Source: an optimization exercise on an open RTL-to-GDS flow (aim: small area). Production flows keep margins and buffers that such runs may drop.
Function was checked by simulation only, so behaviour that the tests miss may differ from the original.

## eeprom_seq
module eeprom_seq (
    input             clk,
    input             rst,
    input             cmd_valid,
    output            cmd_ready,
    input      [31:0] cmd_word,
    input             buf_we,
    input             buf_sel,
    input      [4:0]  buf_idx,
    input      [22:0] buf_wdata,
    input      [4:0]  rbuf_idx,
    output     [7:0]  rbuf_data,
    input             map_ok,
    input             term_req,
    output reg        ev_valid,
    input             ev_ready,
    output reg [3:0]  ev_kind,
    output reg [31:0] ev_arg,
    input      [31:0] ev_lev,
    output     [31:0] status,
    output     [31:0] err_info,
    output     [14:0] err_addr
);
export LEC_CHECK = 0
export ABC_AREA = 1
export CAP_MARGIN = 20
export CORE_MARGIN = 2
export CORE_UTILIZATION = 65
export SLEW_MARGIN = 20
create_clock -name core_clock -period 10.0 [get_ports {clk}]
standard.sh (not shown) runs the stock make flow with config.mk's settings and CLKGATE_MAP_FILE= SYNTH_SCRIPT=/design/flow/synth_recipe.tcl, a recipe that flattens the netlist after the stock synthesis.
==> flow/flow/run.sh <==
#!/bin/bash
# The standard layout (standard.sh) with three changes:
#  - synthesis is synth_recipe.tcl with only the abc technology-mapping
#    script swapped for an area-recovery one (flow/area.abc); registers
#    are mapped before abc, so they come out exactly as in the standard
#    synthesis;
#  - clock tree synthesis adds no dummy balancing loads and builds leaf
#    clusters of up to 16 registers within 50 um, from clkbuf_8;
#  - every input and output port still gets its own buffer, but buf_1
#    instead of clkdlybuf4s50_1.
set -euo pipefail
HERE=$(pwd)
export CUSTOM_ABC_SCRIPT="$HERE/flow/area.abc"
export CTS_ARGS="-sink_clustering_enable -repair_clock_nets -dont_use_dummy_load -sink_clustering_size 16 -sink_clustering_max_diameter 50 -buf_list {sky130_fd_sc_hd__clkbuf_8}"
export BUFFER_PORTS_ARGS="-inputs -outputs -buffer_cell sky130_fd_sc_hd__buf_1"
sed "s|SYNTH_SCRIPT=[^ ]*|SYNTH_SCRIPT=$HERE/flow/area_synth.tcl|" standard.sh > area_standard.sh
grep -q "SYNTH_SCRIPT=$HERE/flow/area_synth.tcl" area_standard.sh
bash area_standard.sh > standard_flow.log 2>&1
==> flow/flow/area.abc <==
strash
dch
map -a
strash
dch
map -a
strash
dch
map -a
topo
==> flow/flow/area_synth.tcl <==
proc synth {args} { yosys synth -nofsm -noshare {*}$args }
proc abc {args} {
  set i [lsearch -exact $args -script]
  if {$i >= 0 && [info exists ::env(CUSTOM_ABC_SCRIPT)]} {
    set args [lreplace $args [expr {$i+1}] [expr {$i+1}] $::env(CUSTOM_ABC_SCRIPT)]
  }
  yosys abc {*}$args
}
source $::env(SCRIPTS_DIR)/synth.tcl
# left out here: clear keep_hierarchy, flatten, clean up, hide names made inside functions, write 1_2_yosys.v
Rerun with:
--- a/flow/design.v
+++ b/flow/design.v
@@ -216,69 +216,44 @@
             end
         endcase
     end
     wire j_in_len = (c_len[6:5] != 2'b00) || (ph < c_len[4:0]);
     wire need_flag = op_pairs ? pr_head[23] : pb_head[8];
     wire [4:0] wrow = buf_idx - ph - 5'd1;    
-    reg        hw_v;                          
-    reg        hw_sel;
-    wire [4:0]  hw_idx  = cnt;
-    wire [22:0] hw_data = r;
-    wire [4:0] hrow = hw_idx - ph - 5'd1;     
-    always @(posedge clk) begin
-        hw_v    <= buf_we && wrow[0] && cmd_ready;
-        hw_sel  <= buf_sel;
-    end
     wire [4:0] rrow = rbuf_idx - ph;          
     reg [7:0] rb_row [0:31];
     integer q;
     always @(*) for (q = 0; q < 32; q = q + 1) rb_row[q] = rb[q*8 +: 8];
     assign rbuf_data = rb_row[rrow];
     wire clr_flags = (state == S_RSTCLR);
     wire sq_we = (state == S_SCAN) && comp_we;
     wire at_i  = (ph == cnt);
     wire rb_we = (state == S_CP) && op_read && at_i;
     wire [22:0] sq_tail = sq_we ? src_word : sq_head;
+    wire [8:0]  pb_tail = {pb_head[8] & !clr_flags, pb_head[7:0]};
+    wire [23:0] pr_tail = {pr_head[23] & !clr_flags, pr_head[22:0]};
     wire [7:0]  rb_tail = rb_we ? r[22:15] : rb[7:0];
     always @(posedge clk) begin
         sq <= {sq_tail, sq[32*23-1:23]};
         rb <= {rb_tail, rb[32*8-1:8]};
     end
-    function pol;
-        input integer p;
-        begin
-            pol = (p % 4 == 1) || (p % 4 == 2);
-        end
-    endfunction
     integer p;
-    reg [8:0]  pb_in;
-    reg [23:0] pr_in;
-    reg        d_b, d_r, h_b, h_r;
     always @(posedge clk) begin
         for (p = 0; p < 32; p = p + 1) begin
-            if (p % 2 == 1) begin
-                pb[p*9 +: 9]   <= pb[((p+1)%32)*9 +: 9];
-                pr[p*24 +: 24] <= pr[((p+1)%32)*24 +: 24];
-            end else begin
-                d_b = buf_we && !buf_sel && wrow == p;
-                d_r = buf_we &&  buf_sel && wrow == p;
-                h_b = hw_v && !hw_sel && hrow == p && !d_b;
-                h_r = hw_v &&  hw_sel && hrow == p && !d_r;
-                pb_in = pb[(p+1)*9 +: 9]   ^ {9{pol(p+1)}};
-                pr_in = pr[(p+1)*24 +: 24] ^ {24{pol(p+1)}};
-                if (p == 30) begin
-                    pb_in[8]  = pb_in[8]  & !clr_flags;
-                    pr_in[23] = pr_in[23] & !clr_flags;
-                end
-                pb_in = ({9{d_b}} & {1'b1, buf_wdata[7:0]}) | ({9{h_b}} & {1'b1, hw_data[7:0]})
-                      | ({9{!(d_b || h_b)}} & pb_in);
-                pr_in = ({24{d_r}} & {1'b1, buf_wdata}) | ({24{h_r}} & {1'b1, hw_data})
-                      | ({24{!(d_r || h_r)}} & pr_in);
-                pb[p*9 +: 9]   <= pb_in ^ {9{pol(p)}};
-                pr[p*24 +: 24] <= pr_in ^ {24{pol(p)}};
-            end
+            if (buf_we && !buf_sel && wrow == p)
+                pb[p*9 +: 9] <= {1'b1, buf_wdata[7:0]};
+            else if (p == 31)
+                pb[p*9 +: 9] <= pb_tail;
+            else
+                pb[p*9 +: 9] <= pb[(p+1)*9 +: 9];
+            if (buf_we && buf_sel && wrow == p)
+                pr[p*24 +: 24] <= {1'b1, buf_wdata};
+            else if (p == 31)
+                pr[p*24 +: 24] <= pr_tail;
+            else
+                pr[p*24 +: 24] <= pr[(p+1)*24 +: 24];
         end
     end
     wire cfg_dir = (c_op == OP_INIT) || (c_op == OP_CFG_DOUT);
     always @(*) begin
         ev_valid = 1'b1;
         ev_kind  = 4'd0;
@@ -329,14 +304,12 @@
             err         <= E_NONE;
         end else begin
             ph <= ph + 5'd1;
             case (state)
                 S_RSTCLR: if (ph == 5'd31) state <= S_IDLE;
                 S_IDLE: begin
-                    r   <= buf_wdata;
-                    cnt <= buf_idx;
                     if (!final_mode && term_req) begin
                         state <= S_TERM;
                     end else if (cmd_fire && !final_mode) begin
                         cur_cmd <= cmd_word;
                         state   <= S_SCANW;
                     end
What happened: Fmax increases by about 2.3%. Worst hold slack improves by 0.0044 ns. Design area increases by 3.7%. Wire length decreases by about 14%. Final cell count increases by about 13%. Via count increases by 1.6%. Setup slack improves by 0.18 ns.

-- static timing again, ports no longer ideal --
In the flow no input, the clock included, has a driving cell. The finished layouts below were timed again as built, in two steps. Step 1: set_driving_cell puts a clkbuf_16 on clk and a buf_2 on each other input, an assumption about the parent block. Step 2, shift: input delay + t, output delay - t, t = (earliest + latest rising clock arrival at the registers) / 2. This alone moves slack from input paths to output paths. Slacks: no drivers / after step 1 / after step 2; pairs: no drivers / after step 1.
run | shift t [ns] | slack for setup (ns) | worst setup path after step 2
the first run | 0.922 | 2.062 / 2.041 / 2.041 | input to output
the second run | 0.901 | 2.237 / 2.215 / 2.215 | input to output
After both steps setup and hold are still met in every run listed. The setup slack of the second run, which loses most, moves by -0.022 ns with the drivers and by -0.022 ns with both steps.
